What follows belongs to an exercise in optimizing a design on an open flow for small area, a short achievable clock period and few clock cycles per item; a production flow would make more cautious choices.
At most, simulation tests tie the RTL to the original design; equivalence was not proved.
For run 2, only the layout was checked, not whether the RTL still works.

`config.mk`:
```
export PLATFORM = sky130hd
export DESIGN_NAME = lora_tx_encoder
export DESIGN_NICKNAME = lora_tx_encoder
export VERILOG_FILES = /design/flow/design.v
export SDC_FILE = /design/flow/constraint.sdc
export NUM_CORES = 4
export LEC_CHECK = 0
export CAP_MARGIN = 20
export CORE_MARGIN = 2
export CORE_UTILIZATION = 40
export SLEW_MARGIN = 20
```
`constraint.sdc`:
```
create_clock -name core_clock -period 14.0 [get_ports {clk}]
set_input_delay 2.8000 -clock core_clock [delete_from_list [all_inputs] [get_ports {clk}]]
set_output_delay 2.8000 -clock core_clock [all_outputs]
set_load 0.01 [all_outputs]
```
`design.v`:
```
module lora_tx_encoder (
    input  wire        clk,
    input  wire        rst,           
    input  wire        start,
    input  wire [3:0]  cfg_sf,        
    input  wire [3:0]  cfg_ppm,       
    input  wire [2:0]  cfg_rdd,       
    input  wire        cfg_explicit,  
    input  wire        nib_valid,
    output wire        nib_ready,
    input  wire [3:0]  nib_data,
    output wire        sym_valid,
    input  wire        sym_ready,
    output wire [15:0] sym_data
);
    localparam [63:0] SEED0_N = 64'h6572D100E85C2EFF;
    localparam [63:0] SEED1_N = 64'hE85C2EFFFFFFFFFF;
    localparam [63:0] SEED0_1 = 64'h05121100F8ECFEEF;
    localparam [63:0] SEED1_1 = 64'hF8ECFEEFEFEFEFEF;
    localparam [2:0] S_IDLE = 3'd0,
                     S_SKIP = 3'd1,
                     S_LOAD = 3'd2,
                     S_ILV  = 3'd3,
                     S_OUT  = 3'd4;
    reg  [2:0]  state;
    reg  [3:0]  sf;
    reg  [3:0]  ppm;
    reg  [2:0]  rdd;
    reg         expl;
    reg         header;               
    reg  [7:0]  cwbuf  [0:11];        
    reg  [11:0] symbuf [0:7];         
    reg  [3:0]  idx;                  
    reg  [3:0]  skip_cnt;
    reg  [63:0] wr0, wr1;
    reg         widx;
    function [63:0] lfsr_step(input [63:0] r);
        lfsr_step = {r[39:32] ^ r[31:24] ^ r[23:16] ^ r[7:0], r[63:8]};
    endfunction
    function [15:0] igray16(input [15:0] n);
        reg [15:0] x;
        begin
            x = n ^ (n >> 8);
            x = x ^ (x >> 4);
            x = x ^ (x >> 2);
            igray16 = x ^ (x >> 1);
        end
    endfunction
    wire [3:0] cur_w    = header ? 4'd8 : (4'd4 + {1'b0, rdd});
    wire [2:0] cur_rdd  = header ? 3'd4 : rdd;
    wire [3:0] hdr_skip = expl ? 4'd5 : 4'd0;
    wire [3:0] ppm_eff  = (cfg_ppm == 4'd0) ? cfg_sf : cfg_ppm;
    wire [3:0] d  = nib_data;
    wire       e4 = d[0] ^ d[1] ^ d[2];
    wire       e5 = d[1] ^ d[2] ^ d[3];
    wire       e6 = d[0] ^ d[1] ^ d[3];
    wire       e7 = d[0] ^ d[2] ^ d[3];
    reg [7:0] enc;
    always @* begin
        case (cur_rdd)
            3'd0:    enc = {4'h0, d};
            3'd1:    enc = {3'b000, ^d, d};
            3'd2:    enc = {2'b00, e5, e4, d};
            3'd3:    enc = {1'b0, e6, e5, e4, d};
            default: enc = {e7, e6, e5, e4, d};
        endcase
    end
    wire [7:0] key     = widx ? wr1[7:0] : wr0[7:0];
    wire [7:0] wmask   = (cur_rdd == 3'd4) ? 8'hFF : ((8'd16 << cur_rdd) - 8'd1);
    wire       use_key = !(header && (idx < hdr_skip));
    wire [7:0] cw      = use_key ? (enc ^ (key & wmask)) : enc;
    reg [11:0] ilv [0:7];
    reg [4:0]  j;
    integer k, t, m;
    always @* begin
        for (k = 0; k < 8; k = k + 1) begin
            ilv[k] = 12'd0;
            for (m = 0; m < 12; m = m + 1) begin
                j = m[4:0] + k[4:0];
                for (t = 0; t < 8; t = t + 1)
                    if (j >= {1'b0, ppm}) j = j - {1'b0, ppm};
                if (k < cur_w && m < ppm)
                    ilv[k][m] = cwbuf[j[3:0]][k];
            end
        end
    end
    wire [3:0]  sh    = sf - ppm;
    wire [15:0] sym_i = igray16({4'd0, symbuf[idx[2:0]]});
    assign sym_data  = sym_i << sh;
    assign sym_valid = (state == S_OUT);
    assign nib_ready = (state == S_LOAD);
    integer i;
    always @(posedge clk) begin
        if (rst) begin
            state    <= S_IDLE;
            header   <= 1'b1;
            idx      <= 4'd0;
            skip_cnt <= 4'd0;
            wr0      <= SEED0_N;
            wr1      <= SEED1_N;
            widx     <= 1'b0;
        end else if (start) begin
            sf       <= cfg_sf;
            ppm      <= ppm_eff;
            rdd      <= cfg_rdd;
            expl     <= cfg_explicit;
            header   <= 1'b1;
            idx      <= 4'd0;
            skip_cnt <= 4'd0;
            wr0      <= SEED0_N;
            wr1      <= SEED1_N;
            widx     <= 1'b0;
            state    <= S_LOAD;
        end else begin
            case (state)
                S_SKIP: begin
                    if (widx) wr1 <= lfsr_step(wr1);
                    else      wr0 <= lfsr_step(wr0);
                    widx     <= ~widx;
                    skip_cnt <= skip_cnt - 4'd1;
                    if (skip_cnt == 4'd1)
                        state <= S_LOAD;
                end
                S_LOAD: if (nib_valid) begin
                    cwbuf[idx] <= cw;
                    if (use_key) begin
                        if (widx) wr1 <= lfsr_step(wr1);
                        else      wr0 <= lfsr_step(wr0);
                        widx <= ~widx;
                    end
                    if (idx == ppm - 4'd1) begin
                        idx   <= 4'd0;
                        state <= S_ILV;
                    end else begin
                        idx <= idx + 4'd1;
                    end
                end
                S_ILV: begin
                    for (i = 0; i < 8; i = i + 1)
                        symbuf[i] <= ilv[i];
                    state <= S_OUT;
                end
                S_OUT: if (sym_ready) begin
                    if (idx == cur_w - 4'd1) begin
                        idx <= 4'd0;
                        if (header) begin
                            header   <= 1'b0;
                            skip_cnt <= ppm - hdr_skip;
                            widx     <= 1'b0;
                            if (rdd == 3'd1) begin
                                wr0 <= SEED0_1;
                                wr1 <= SEED1_1;
                            end else begin
                                wr0 <= SEED0_N;
                                wr1 <= SEED1_N;
                            end
                            state <= (ppm != hdr_skip) ? S_SKIP : S_LOAD;
                        end else begin
                            state <= S_LOAD;
                        end
                    end else begin
                        idx <= idx + 4'd1;
                    end
                end
                default: ;
            endcase
        end
    end
endmodule
```
`run.sh`:
```
#!/bin/bash
# synth_recipe.tcl (not shown) runs the flow's synth.tcl, then flattens the netlist and writes it again
# the make line also repeats each setting of config.mk as NAME=value (left out here)
make -C /OpenROAD-flow-scripts/flow DESIGN_CONFIG=/design/flow/config.mk WORK_HOME=/design/flow/orfs CLKGATE_MAP_FILE= SYNTH_SCRIPT=/design/flow/synth_recipe.tcl finish
```
==> report_table.html, run 1 <==
<table>
<tr><th>Metric</th><th>Value</th></tr>
<tr><th colspan="2">Global route</th></tr>
<tr><td>Total gr overflow</td><td>0</td></tr>
<tr><td>Tot GR Track Use</td><td>0.302</td></tr>
<tr><td>Initial antenna violation count</td><td>14</td></tr>
<tr><td>Wire length of the first global-routing pass</td><td>339,000 um</td></tr>
<tr><td>Met1 Usage GRT</td><td>0.386</td></tr>
<tr><td>Number of global-route vias before repair</td><td>53.4k</td></tr>
<tr><td>Met2 Usage GRT</td><td>0.457</td></tr>
<tr><td>Met3 usage</td><td>0.0890</td></tr>
<tr><td>GRT busiest layer</td><td>met2</td></tr>
<tr><td>Pin count of the biggest net entering global routing</td><td>71</td></tr>
<tr><th colspan="2">Route</th></tr>
<tr><td>Iter 0 DRT Violations</td><td>7,014</td></tr>
<tr><td>Count of TritonRoute iterations in the first routing pass</td><td>7</td></tr>
<tr><td>Post-route ant nets</td><td>0</td></tr>
<tr><td>Via density per instance</td><td>6.47</td></tr>
<tr><td>Final Routed Wirelength</td><td>234,000 um</td></tr>
<tr><td>Wire per inst</td><td>26.5 um</td></tr>
<tr><td>Overall via count from detail_route</td><td>57.1k</td></tr>
<tr><td>Number of remaining DRC errors</td><td>0</td></tr>
<tr><th colspan="2">Timing</th></tr>
<tr><td>Number of pins with negative max-slew slack in the final report</td><td>0</td></tr>
<tr><td>Worst hold slack after final layout</td><td>0.465 ns</td></tr>
<tr><td>Top achievable clock speed</td><td>73.9 MHz</td></tr>
<tr><td>Unrepaired setup endpoints after global routing</td><td>yes</td></tr>
<tr><td>Post-route setup TNS</td><td>0 ns</td></tr>
<tr><td>Number of hold violations in the final report</td><td>0</td></tr>
<tr><td>Tightest slew margin relative to the limit</td><td>0.0752</td></tr>
<tr><td>Final setup margin</td><td>0.464 ns</td></tr>
<tr><td>Largest clock skew in the final design</td><td>0.0178 ns</td></tr>
<tr><td>Setup violation total in the final timing report</td><td>0</td></tr>
<tr><td>Final Critical Period</td><td>13.54 ns</td></tr>
<tr><td>Final clock period utilization by the worst path</td><td>0.967</td></tr>
<tr><td>Worst Tran Pin Value</td><td>1.39 ns</td></tr>
<tr><th colspan="2">Final layout</th></tr>
<tr><td>Share of final-layout standard cells stronger than drive strength 1</td><td>0.175</td></tr>
<tr><td>Leading cell types in the layout, fill and taps excluded</td><td>sky130_fd_sc_hd__mux2i_1 (580), sky130_fd_sc_hd__nand2_1 (496), sky130_fd_sc_hd__ha_1 (476)</td></tr>
<tr><td>Signed area change from the synthesized netlist to the final layout</td><td>13.9%</td></tr>
<tr><td>Post-layout nets</td><td>7,543</td></tr>
<tr><td>Utilization of the core after routing</td><td>0.459</td></tr>
<tr><td>Most common cell after layout, fill and taps aside</td><td>sky130_fd_sc_hd__mux2i_1</td></tr>
<tr><th colspan="2">Worst hold path</th></tr>
<tr><td>Cell count of the worst hold path</td><td>2</td></tr>
<tr><td>Worst min-delay path class</td><td>register to register</td></tr>
<tr><th colspan="2">Synth</th></tr>
<tr><td>#FFs+latches synth</td><td>345</td></tr>
<tr><td>Count of flip-flops with a built-in enable after synthesis</td><td>204</td></tr>
<tr><td>Distinct cell type count of the synthesized netlist</td><td>129</td></tr>
<tr><td>Post-synth design cell area</td><td>0.0570 mm^2</td></tr>
<tr><td>Async set-or-reset flop fraction in the synthesized netlist</td><td>0</td></tr>
<tr><td>Mapped Cells</td><td>6,900</td></tr>
<tr><td>Yosys warnings</td><td>3</td></tr>
<tr><td>Avg Cell Area, Syn</td><td>8.27 um^2</td></tr>
<tr><td>Dominant register cell in the synthesized netlist</td><td>sky130_fd_sc_hd__edfxtp_1</td></tr>
<tr><td>Sequential cell area fraction in the yosys report</td><td>0.157</td></tr>
<tr><th colspan="2">Worst setup path</th></tr>
<tr><td>R2r setup slk</td><td>0.46 ns</td></tr>
<tr><td>Cell at the slowest stage of the critical path</td><td>sky130_fd_sc_hd__fa_1</td></tr>
<tr><td>Setup crit end kind</td><td>register</td></tr>
<tr><td>Delay of the slowest cell on the worst path</td><td>0.47 ns</td></tr>
<tr><td>Arrival time of the worst setup path</td><td>13.91 ns</td></tr>
<tr><td>Crit. path cell count</td><td>61</td></tr>
<tr><td>Top cell by count, worst path</td><td>sky130_fd_sc_hd__ha_1</td></tr>
<tr><td>End of the worst register-to-register path</td><td>symbuf[6][6]</td></tr>
<tr><td>Max Fanout on Critical Path</td><td>21</td></tr>
<tr><td>Worst Setup SP</td><td>ppm[2]</td></tr>
<tr><td>Worst setup SP type</td><td>register</td></tr>
<tr><td>Family with the most delay on the worst path</td><td>compound AO/OA/AOI/OAI gates</td></tr>
<tr><td>Crit path capture</td><td>symbuf[6][6]</td></tr>
<tr><td>Count of buffer and inverter cells on the critical path</td><td>5</td></tr>
<tr><td>Cells on worst reg2reg path</td><td>61</td></tr>
<tr><td>R2r startpoint</td><td>ppm[2]</td></tr>
<tr><td>Data required time of the critical path</td><td>14.38 ns</td></tr>
<tr><td>Critical path class</td><td>register to register</td></tr>
<tr><th colspan="2">Run</th></tr>
<tr><td>Count of max-cap constraint violations</td><td>0</td></tr>
<tr><th colspan="2">Clock network</th></tr>
<tr><td>CTS H-tree depth</td><td>2</td></tr>
<tr><td>Clock Tree Root</td><td>sky130_fd_sc_hd__clkbuf_16</td></tr>
<tr><td>Worst-skew pair later-pin latency</td><td>0.60 ns</td></tr>
<tr><td>Clock tree from TritonCTS</td><td>yes</td></tr>
<tr><td>Worst-path clk slew</td><td>0.06 ns</td></tr>
<tr><td>Clock buffers created by TritonCTS</td><td>39</td></tr>
<tr><td>Count of hold buffers inserted by post-cts repair</td><td>0</td></tr>
<tr><td># clock sinks</td><td>345</td></tr>
<tr><td>Number of buffers between clock root and the deepest sink</td><td>3</td></tr>
<tr><th colspan="2">Placement</th></tr>
<tr><td>RD Place Congestion</td><td>1.04</td></tr>
<tr><td>DP Wirelength</td><td>161,000 um</td></tr>
<tr><td>Buffers added on ports</td><td>38</td></tr>
<tr><td>Post-placement setup slack</td><td>-0.193 ns</td></tr>
<tr><th colspan="2">Floorplan</th></tr>
<tr><td>Die height</td><td>382 um</td></tr>
<tr><td>Die area</td><td>0.146 mm^2</td></tr>
<tr><td>Effective utilization at floorplan</td><td>0.403</td></tr>
<tr><td>Placement Rows</td><td>138</td></tr>
<tr><td>Area of the core region</td><td>0.142 mm^2</td></tr>
<tr><td>Die width</td><td>382 um</td></tr>
<tr><td>I/O pin count</td><td>39</td></tr>
<tr><th colspan="2">Outcome</th></tr>
<tr><td>Result of the run</td><td>timing/DRC/antenna clean</td></tr>
</table>
cell usage after synthesis (all sizes together), types with 136 or more instances:
cell,instances,share of area
a211oi,136,0.019
a21o,173,0.023
a21oi,409,0.036
buf,164,0.017
clkbuf,252,0.017
dfxtp,141,0.049
edfxtp,204,0.11
ha,499,0.11
inv,308,0.020
mux2,277,0.055
mux2i,618,0.11
nand2,509,0.034
nand2b,139,0.015
nand3,153,0.014
nor2,474,0.031
nor2b,187,0.021
o21ai,361,0.032
xnor2,247,0.038
what timing repair did:
action,CTS,global route
resized for setup,4,166
setup endpoints to repair,6,89
endpoints found under the hold margin,0,0
pin swaps,2,34
cloned,1,10
buffers inserted,6,107
cell type report:
class | instances | area [um^2]
Clock inverter | 19 | 244
Clock buffer | 53 | 1100
Multi-Input combinational cell | 5839 | 47700
Sequential cell | 345 | 8950
Antenna cell | 6 | 15.0
Inverter | 310 | 1210
Tap cell | 1890 | 2360
Fill cell | 13800 | 76600
Timing Repair Buffer | 375 | 3340
kinds of logic after synthesis:
kind of cell	count (synthesis)	share of synthesized area
and+or+nand+nor	1911	0.166
xor gates and xnor gates	360	0.0553
DFF	345	0.157
buffers and inverters	726	0.0541
AOI/OAI and AO/OA	2037	0.248
muxes	909	0.170
adders and majority gates	612	0.149
registers in the layout, indices dropped and copies added (netlist names):
register,cells
skip_cnt,4
idx,4
expl,1
wr1,64
widx,1
symbuf,96
ppm,4
rdd,3
state,3
header,1
wr0,64
cwbuf,96
sf,4
layer usage:
layer	wire length, um	vias to the layer above
li1	-	25900
met1	94200	27400
met2	98400	3036
met3	26000	823
met4	15000	16
met5	296	-
through the flow:
stage	cell area, um^2	std cells
2_1_floorplan	59400	6900
3_3_place_gp	61500	8624
3_5_place_dp	61500	8625
4_1_cts	63000	8704
5_1_grt	64900	8831
6_report	65000	8837
how the worst min path moves through the flow:
stage,from,to,slack [ns]
after floorplan,wr1[58],wr1[58],0.43
after global placement,wr1[57],wr1[57],0.43
after detailed placement,wr1[41],wr1[41],0.45
after CTS,wr1[58],wr1[58],0.47
after global routing,wr1[9],wr1[9],0.48
final,wr1[56],wr1[56],0.47
worst register-to-register path: cells and delay by family, from the launching register on:
kind                     cells  cell delay, ns
buffers and inverters        5            0.83
AO/OA/AOI/OAI               35            6.74
AND/OR/NAND/NOR              9            1.75
adder cells (fa/ha/maj)      9            2.83
multiplexers                 3            0.83
flip-flops                   1            0.35
Testbench counts, summed over its fixed seeds: cycles 12,722, symbols 5,535.
==> run 2, diff against run 1 <==
==> design.v (replaced) <==
module lora_tx_encoder (
    input  wire        clk,
    input  wire        rst,           
    input  wire        start,
    input  wire [3:0]  cfg_sf,        
    input  wire [3:0]  cfg_ppm,       
    input  wire [2:0]  cfg_rdd,       
    input  wire        cfg_explicit,  
    input  wire        nib_valid,
    output wire        nib_ready,
    input  wire [3:0]  nib_data,
    output wire        sym_valid,
    input  wire        sym_ready,
    output wire [15:0] sym_data
);
    localparam [63:0] SEED_N = 64'hE85C2EFFFFFFFFFF;
    localparam [63:0] SEED_1 = 64'hF8ECFEEFEFEFEFEF;
    reg  [3:0]  sf;
    reg  [3:0]  ppm;
    reg  [2:0]  rdd;
    reg         expl;
    reg  [11:0] bp [0:7];             
    reg  [3:0]  j;                    
    reg         b_hdr;                
    reg         b_full;
    reg         b_hdr_out;            
    reg         reseed;               
    reg  [2:0]  skip;                 
    reg  [63:0] s;
    reg         widx;
    reg  [11:0] ap [0:7];             
    reg  [2:0]  k;                    
    reg         a_hdr;
    reg         a_full;
    wire [3:0] d   = nib_data;
    wire       hdr_plain = b_hdr && expl && (j < 4'd5);
    wire [7:0] key = (widx ? s[7:0] : s[39:32]) & {8{!hdr_plain}};
    wire       b4  = d[0] ^ d[1] ^ d[2] ^ (d[3] & !b_hdr && (rdd == 3'd1));
    wire [7:0] cw  = {d[0] ^ d[2] ^ d[3], d[0] ^ d[1] ^ d[3], d[1] ^ d[2] ^ d[3], b4, d} ^ key;
    wire       accept = nib_valid && nib_ready;
    wire       b_last = (j == ppm - 4'd1);
    assign nib_ready = (!b_full || !a_full) && !reseed && (skip == 3'd0);
    wire [2:0] a_wm1  = a_hdr ? 3'd7 : (3'd3 + rdd);
    wire       a_last = (k == a_wm1);
    wire       sel_b  = !a_full || a_last;      
    wire       a_en   = a_full ? sym_ready : b_full;
    wire       xfer   = b_full && (!a_full || (a_last && sym_ready));
    wire [3:0] wsel = 4'd12 - ppm;              
    reg [11:0] anext [0:7];
    integer p;
    always @* begin
        for (p = 0; p < 7; p = p + 1)
            anext[p] = sel_b ? bp[p] : {ap[p+1][wsel], ap[p+1][11:1]};
        anext[7] = bp[7];
    end
    reg [11:0] g;
    integer q;
    always @* begin
        g[11] = anext[0][11];
        for (q = 10; q >= 0; q = q - 1)
            g[q] = g[q+1] ^ anext[0][q];
        for (q = 0; q < 12; q = q + 1)
            if (q < wsel) g[q] = 1'b0;
    end
    wire [11:0] sym_n = g >> (4'd12 - sf);
    assign sym_valid = a_full;
    assign sym_data  = {4'd0, ap[0]};
    wire [3:0] nskip = ppm - (expl ? 4'd5 : 4'd0);    
    integer i;
    always @(posedge clk) begin
        if (accept)
            for (i = 0; i < 8; i = i + 1)
                bp[i] <= {cw[i], bp[i][11:1]};
        if (a_en) begin
            ap[0] <= sym_n;
            for (i = 1; i < 8; i = i + 1)
                ap[i] <= anext[i];
        end
        if (rst) begin
            a_full <= 1'b0;
            b_full <= 1'b0;
            reseed <= 1'b0;
            skip   <= 3'd0;
        end else if (start) begin
            sf     <= cfg_sf;
            ppm    <= (cfg_ppm == 4'd0) ? cfg_sf : cfg_ppm;
            rdd    <= cfg_rdd;
            expl   <= cfg_explicit;
            a_full <= 1'b0;
            b_full <= 1'b0;
            reseed <= 1'b0;
            skip   <= 3'd0;
            b_hdr  <= 1'b1;
            b_hdr_out <= 1'b1;
            j      <= 4'd0;
            s      <= SEED_N;
            widx   <= 1'b0;
        end else begin
            if (a_en) begin
                k <= sel_b ? 3'd0 : k + 3'd1;
                if (sel_b) a_hdr <= b_hdr_out;
            end
            if (xfer)
                b_hdr_out <= 1'b0;
            if (xfer)
                a_full <= 1'b1;
            else if (a_full && a_last && sym_ready)
                a_full <= 1'b0;
            if (accept) begin
                if (!hdr_plain) begin
                    if (widx) s <= {s[39:32] ^ s[31:24] ^ s[23:16] ^ s[7:0], s[63:8]};
                    widx <= ~widx;
                end
                if (b_last) begin
                    j <= 4'd0;
                    if (b_hdr) begin
                        b_hdr  <= 1'b0;
                        reseed <= (rdd == 3'd1);
                    end
                end else begin
                    j <= j + 4'd1;
                end
            end
            if (accept && b_last)
                b_full <= 1'b1;
            else if (xfer)
                b_full <= 1'b0;
            if (reseed) begin
                reseed <= 1'b0;
                s      <= SEED_1;
                widx   <= nskip[0];
                skip   <= nskip[3:1];
            end else if (skip != 3'd0) begin
                s    <= {s[39:32] ^ s[31:24] ^ s[23:16] ^ s[7:0], s[63:8]};
                skip <= skip - 3'd1;
            end
        end
    end
endmodule
==> report_table.html, run 2 <==
<table>
<tr><th>Metric</th><th>Value</th></tr>
<tr><th colspan="2">Clock network</th></tr>
<tr><td>Worst-path clk slew</td><td>0.06 ns (about the same)</td></tr>
<tr><td>Worst-skew pair later-pin latency</td><td>0.54 ns (was 0.60 ns)</td></tr>
<tr><td>Count of hold buffers inserted by post-cts repair</td><td>0 (unchanged)</td></tr>
<tr><td>Clock buffers created by TritonCTS</td><td>30 (was 39)</td></tr>
<tr><td>CTS H-tree depth</td><td>1 (was 2)</td></tr>
<tr><td>Number of buffers between clock root and the deepest sink</td><td>3 (unchanged)</td></tr>
<tr><td>Clock tree from TritonCTS</td><td>yes (unchanged)</td></tr>
<tr><td>Post-CTS setup buffer count</td><td>0 (was 6)</td></tr>
<tr><td># clock sinks</td><td>285 (was 345)</td></tr>
<tr><td>Clock Tree Root</td><td>sky130_fd_sc_hd__clkbuf_16 (unchanged)</td></tr>
<tr><td>Gates resized, CTS repair</td><td>0 (was 4)</td></tr>
<tr><th colspan="2">Placement</th></tr>
<tr><td>RD Place Congestion</td><td>0.827 (was 1.04)</td></tr>
<tr><td>Buffers added on ports</td><td>34 (was 38)</td></tr>
<tr><td>Post-placement setup slack</td><td>8.43 ns (was -0.193 ns)</td></tr>
<tr><td>DP Wirelength</td><td>14,400 um (was 161,000 um)</td></tr>
<tr><td>Placed standard-cell area</td><td>0.0137 mm^2 (was 0.0615 mm^2)</td></tr>
<tr><th colspan="2">Synth</th></tr>
<tr><td>Post-synth design cell area</td><td>0.0129 mm^2 (was 0.0570 mm^2)</td></tr>
<tr><td>Largest cells by area after synthesis</td><td>sky130_fd_sc_hd__edfxtp_1 (65%), sky130_fd_sc_hd__mux2_2 (6.1%), sky130_fd_sc_hd__xnor2_1 (3.5%) (was sky130_fd_sc_hd__ha_1 (11%), sky130_fd_sc_hd__edfxtp_1 (11%), sky130_fd_sc_hd__mux2i_1 (11%))</td></tr>
<tr><td>Count of flip-flops with a built-in enable after synthesis</td><td>279 (was 204)</td></tr>
<tr><td>Multiplexer fraction of the synthesized cell area</td><td>0.110 (was 0.170)</td></tr>
<tr><td>Area share of xor/xnor cells in the synthesized design</td><td>0.0622 (was 0.0553)</td></tr>
<tr><td>Distinct cell type count of the synthesized netlist</td><td>65 (was 129)</td></tr>
<tr><td>Sequential cell area fraction in the yosys report</td><td>0.658 (was 0.157)</td></tr>
<tr><td>Avg Cell Area, Syn</td><td>14.8 um^2 (was 8.27 um^2)</td></tr>
<tr><td>Portion of synthesized cell area occupied by the leading cell type</td><td>0.649 (was 0.109)</td></tr>
<tr><td>Dominant register cell in the synthesized netlist</td><td>sky130_fd_sc_hd__edfxtp_1 (unchanged)</td></tr>
<tr><td>Mapped Cells</td><td>871 (was 6,900)</td></tr>
<tr><td>Combinational family with the most area after synthesis</td><td>multiplexers (was compound AO/OA/AOI/OAI gates)</td></tr>
<tr><td>Top cell types by occurrence after synthesis</td><td>sky130_fd_sc_hd__edfxtp_1 (279), sky130_fd_sc_hd__mux2_2 (70), sky130_fd_sc_hd__nor2_1 (57) (was sky130_fd_sc_hd__mux2i_1 (607), sky130_fd_sc_hd__nand2_1 (507), sky130_fd_sc_hd__ha_1 (499))</td></tr>
<tr><td>Async set-or-reset flop fraction in the synthesized netlist</td><td>0 (unchanged)</td></tr>
<tr><td>Dominant cell type by area after synthesis</td><td>sky130_fd_sc_hd__edfxtp_1 (was sky130_fd_sc_hd__ha_1)</td></tr>
<tr><td>#FFs+latches synth</td><td>285 (was 345)</td></tr>
<tr><td>Synth Area in Adders</td><td>0.0136 (was 0.149)</td></tr>
<tr><td>Compound-cell area share of the yosys netlist</td><td>0.0503 (was 0.248)</td></tr>
<tr><td>Yosys warnings</td><td>4 (was 3)</td></tr>
<tr><td>Fraction of the mapped netlist area in simple logic gates</td><td>0.0842 (was 0.166)</td></tr>
<tr><td>Most numerous cell in the Yosys netlist</td><td>sky130_fd_sc_hd__edfxtp_1 (was sky130_fd_sc_hd__mux2i_1)</td></tr>
<tr><th colspan="2">Route</th></tr>
<tr><td>Post-route ant nets</td><td>0 (unchanged)</td></tr>
<tr><td>Iter 0 DRT Violations</td><td>472 (was 7,014)</td></tr>
<tr><td>Number of remaining DRC errors</td><td>0 (unchanged)</td></tr>
<tr><td>Via density per instance</td><td>5.27 (was 6.47)</td></tr>
<tr><td>Final Routed Wirelength</td><td>23,500 um (was 234,000 um)</td></tr>
<tr><td>Overall via count from detail_route</td><td>7,004 (was 57.1k)</td></tr>
<tr><td>Wire per inst</td><td>17.7 um (was 26.5 um)</td></tr>
<tr><td>Count of TritonRoute iterations in the first routing pass</td><td>5 (was 7)</td></tr>
<tr><th colspan="2">Worst setup path</th></tr>
<tr><td>CP cell instances</td><td>inv_1, ha_1, nand2b_1, a211oi_1, clkdlybuf4s50_1</td></tr>
<tr><td>Setup crit end kind</td><td>output port (was register)</td></tr>
<tr><td>Critical path class</td><td>register to output port (was register to register)</td></tr>
<tr><td>Worst setup SP type</td><td>register (unchanged)</td></tr>
<tr><td>Cell at the slowest stage of the critical path</td><td>sky130_fd_sc_hd__clkdlybuf4s50_1 (was sky130_fd_sc_hd__fa_1)</td></tr>
<tr><td>Count of buffer and inverter cells on the critical path</td><td>2 (was 5)</td></tr>
<tr><td>R2r setup slk</td><td>9.09 ns (was 0.46 ns)</td></tr>
<tr><td>Arrival time of the worst setup path</td><td>2.45 ns (was 13.91 ns)</td></tr>
<tr><td>Delay of the slowest cell on the worst path</td><td>0.64 ns (was 0.47 ns)</td></tr>
<tr><td>Data required time of the critical path</td><td>11.20 ns (was 14.38 ns)</td></tr>
<tr><td>Max Fanout on Critical Path</td><td>5 (was 21)</td></tr>
<tr><td>Family with the most delay on the worst path</td><td>buffers and inverters (was compound AO/OA/AOI/OAI gates)</td></tr>
<tr><th colspan="2">Floorplan</th></tr>
<tr><td>Effective utilization at floorplan</td><td>0.408 (was 0.403)</td></tr>
<tr><td>Placement Rows</td><td>65 (was 138)</td></tr>
<tr><td>I/O pin count</td><td>39 (unchanged)</td></tr>
<tr><td>Die width</td><td>184 um (was 382 um)</td></tr>
<tr><td>Area of the core region</td><td>0.0316 mm^2 (was 0.142 mm^2)</td></tr>
<tr><td>Die height</td><td>184 um (was 382 um)</td></tr>
<tr><td>Die area</td><td>0.0337 mm^2 (was 0.146 mm^2)</td></tr>
<tr><th colspan="2">Final layout</th></tr>
<tr><td>Number of fillers in the final layout</td><td>2,750 (was 13.8k)</td></tr>
<tr><td>Leading cell types in the layout, fill and taps excluded</td><td>sky130_fd_sc_hd__edfxtp_1 (279), sky130_fd_sc_hd__mux2_2 (69), sky130_fd_sc_hd__nor2_1 (57) (was sky130_fd_sc_hd__mux2i_1 (580), sky130_fd_sc_hd__nand2_1 (496), sky130_fd_sc_hd__ha_1 (476))</td></tr>
<tr><td>Final Cell Area</td><td>0.0147 mm^2 (was 0.0650 mm^2)</td></tr>
<tr><td>Signed area change from the synthesized netlist to the final layout</td><td>13.8% (was 13.9%)</td></tr>
<tr><td>Diodes inserted</td><td>0 (was 6)</td></tr>
<tr><td>Share of final-layout standard cells stronger than drive strength 1</td><td>0.171 (was 0.175)</td></tr>
<tr><td>Post-layout nets</td><td>939 (was 7,543)</td></tr>
<tr><td>Most common cell after layout, fill and taps aside</td><td>sky130_fd_sc_hd__edfxtp_1 (was sky130_fd_sc_hd__mux2i_1)</td></tr>
<tr><td>Top Registers</td><td>ap x96, bp x96, s x64 (was cwbuf x96, symbuf x96)</td></tr>
<tr><th colspan="2">Timing</th></tr>
<tr><td>Final clock period utilization by the worst path</td><td>0.375 (was 0.967)</td></tr>
<tr><td>Number of pins with negative max-slew slack in the final report</td><td>0 (unchanged)</td></tr>
<tr><td>Largest clock skew in the final design</td><td>0.0118 ns (was 0.0178 ns)</td></tr>
<tr><td>Number of hold violations in the final report</td><td>0 (unchanged)</td></tr>
<tr><td>Final setup margin</td><td>8.75 ns (was 0.464 ns)</td></tr>
<tr><td>Final Critical Period</td><td>5.25 ns (was 13.54 ns)</td></tr>
<tr><td>Post-route setup TNS</td><td>0 ns (unchanged)</td></tr>
<tr><td>Unrepaired setup endpoints after global routing</td><td>no (was yes)</td></tr>
<tr><td>Tightest slew margin relative to the limit</td><td>0.322 (was 0.0752)</td></tr>
<tr><td>Top achievable clock speed</td><td>190 MHz (was 73.9 MHz)</td></tr>
<tr><td>Worst Tran Pin Value</td><td>1.01 ns (was 1.39 ns)</td></tr>
<tr><td>Setup violation total in the final timing report</td><td>0 (unchanged)</td></tr>
<tr><th colspan="2">Worst hold path</th></tr>
<tr><td>Worst min-delay path class</td><td>register to register (unchanged)</td></tr>
<tr><th colspan="2">Run</th></tr>
<tr><td>Count of max-cap constraint violations</td><td>0 (unchanged)</td></tr>
<tr><th colspan="2">Outcome</th></tr>
<tr><td>Result of the run</td><td>timing/DRC/antenna clean (unchanged)</td></tr>
<tr><th colspan="2">Global route</th></tr>
<tr><td>Tot GR Track Use</td><td>0.143 (was 0.302)</td></tr>
<tr><td>Total gr overflow</td><td>0 (unchanged)</td></tr>
<tr><td>Initial antenna violation count</td><td>0 (was 14)</td></tr>
<tr><td>Number of global-route vias before repair</td><td>7,113 (was 53.4k)</td></tr>
<tr><td>Wire length of the first global-routing pass</td><td>38,600 um (was 339,000 um)</td></tr>
<tr><td>Pin count of the biggest net entering global routing</td><td>76 (was 71)</td></tr>
</table>
run 2: cell count changes after synthesis, sizes merged, moves of 207 or more:
cell    before  now
nor2       474   57
ha         499   14
inv        308   20
o21ai      361   15
a21oi      409   25
nand2      509   32
mux2       277   70
mux2i      618   29
clkbuf     252   36
run 2: area by class of cell:
cell class                      count  area, um^2  share of cell area
Multi-Input combinational cell    521        4180               0.284
Clock buffer                       44         855              0.0582
Sequential cell                   285        8500               0.579
Clock inverter                     12         159              0.0108
Tap cell                          402         503              0.0342
Timing Repair Buffer               45         418              0.0284
Inverter                           21        78.8             0.00537
run 2: cells by family after synthesis:
logic type / Yosys count
compound gates: 96
xor+xnor: 86
fa+ha+maj: 14
buf+inv: 68
flops: 285
mux: 114
other cells: 1
simple gates: 207
run 2: metal layers:
layer  routed length (um)  share of wire  GRT usage  up-vias
li1                     -              -          -     3353
met1                11500           0.49      0.212     3477
met2                10600           0.45      0.222      137
met3                  987          0.042     0.0226       37
met4                  451          0.019     0.0301        0
met5                    0              0          0        -
run 2: path summary, 6_finish.rpt:
| path | to | depth (start not counted) | startpoint |
|---|---|---|---|
| setup / recovery | nib_ready | 5 | skip[0] |
| setup reg to reg | ap[0][5] | 13 | ppm[0] |
| hold reg to reg | ap[7][0] | 0 | bp[7][0] |
| hold / removal | ap[7][0] | 0 | bp[7][0] |
run 2: worst reg2reg max path, stage by stage (launching register included):
cell and delay (ns):
sky130_fd_sc_hd__edfxtp_1 0.32, sky130_fd_sc_hd__buf_4 0.53, sky130_fd_sc_hd__inv_1 0.20, sky130_fd_sc_hd__ha_1 0.32, sky130_fd_sc_hd__xor2_2 0.80, sky130_fd_sc_hd__nand2_2 0.17, sky130_fd_sc_hd__a211oi_2 0.30, sky130_fd_sc_hd__and4bb_1 0.27
sky130_fd_sc_hd__nor3_4 0.48, sky130_fd_sc_hd__xor2_2 0.20, sky130_fd_sc_hd__or3b_2 0.49, sky130_fd_sc_hd__and3_4 0.17, sky130_fd_sc_hd__o311a_1 0.31, sky130_fd_sc_hd__a211oi_2 0.19
run 2: per-stage QoR:
step,utilization,hold slack (ns),std cells
floorplan,-,0.400,874
global placement,0.432,0.405,1274
detailed placement,0.432,0.421,1274
CTS,0.464,0.435,1330
global route,0.464,0.443,1330
finish,0.464,0.427,1330

[static timing again, ports no longer ideal]
No port has a modelled driver above. Below, the same layouts with a new extraction and two added sets of constraints. Step 1 assumes that a clkbuf_16 drives the clock port and a buf_2 every other input. Step 2 also shifts input and output timing later by t, the mid clock arrival at the registers, as if the neighbouring blocks saw the same clock. Slacks: ideal ports / drivers / drivers and shift; pairs: ideal ports / drivers.
run | shift t [ns] | setup slack, ns | worst data-port slew with drivers (ns)
run 1 | 0.657 | 0.464 / 0.464 / 0.464 | 0.08
run 2 | 0.581 | 8.749 / 8.702 / 8.486 | 0.04
After both steps every run listed still meets setup and hold. The setup slack of run 2, which loses most, moves by -0.047 ns with the drivers and by -0.263 ns with both steps.
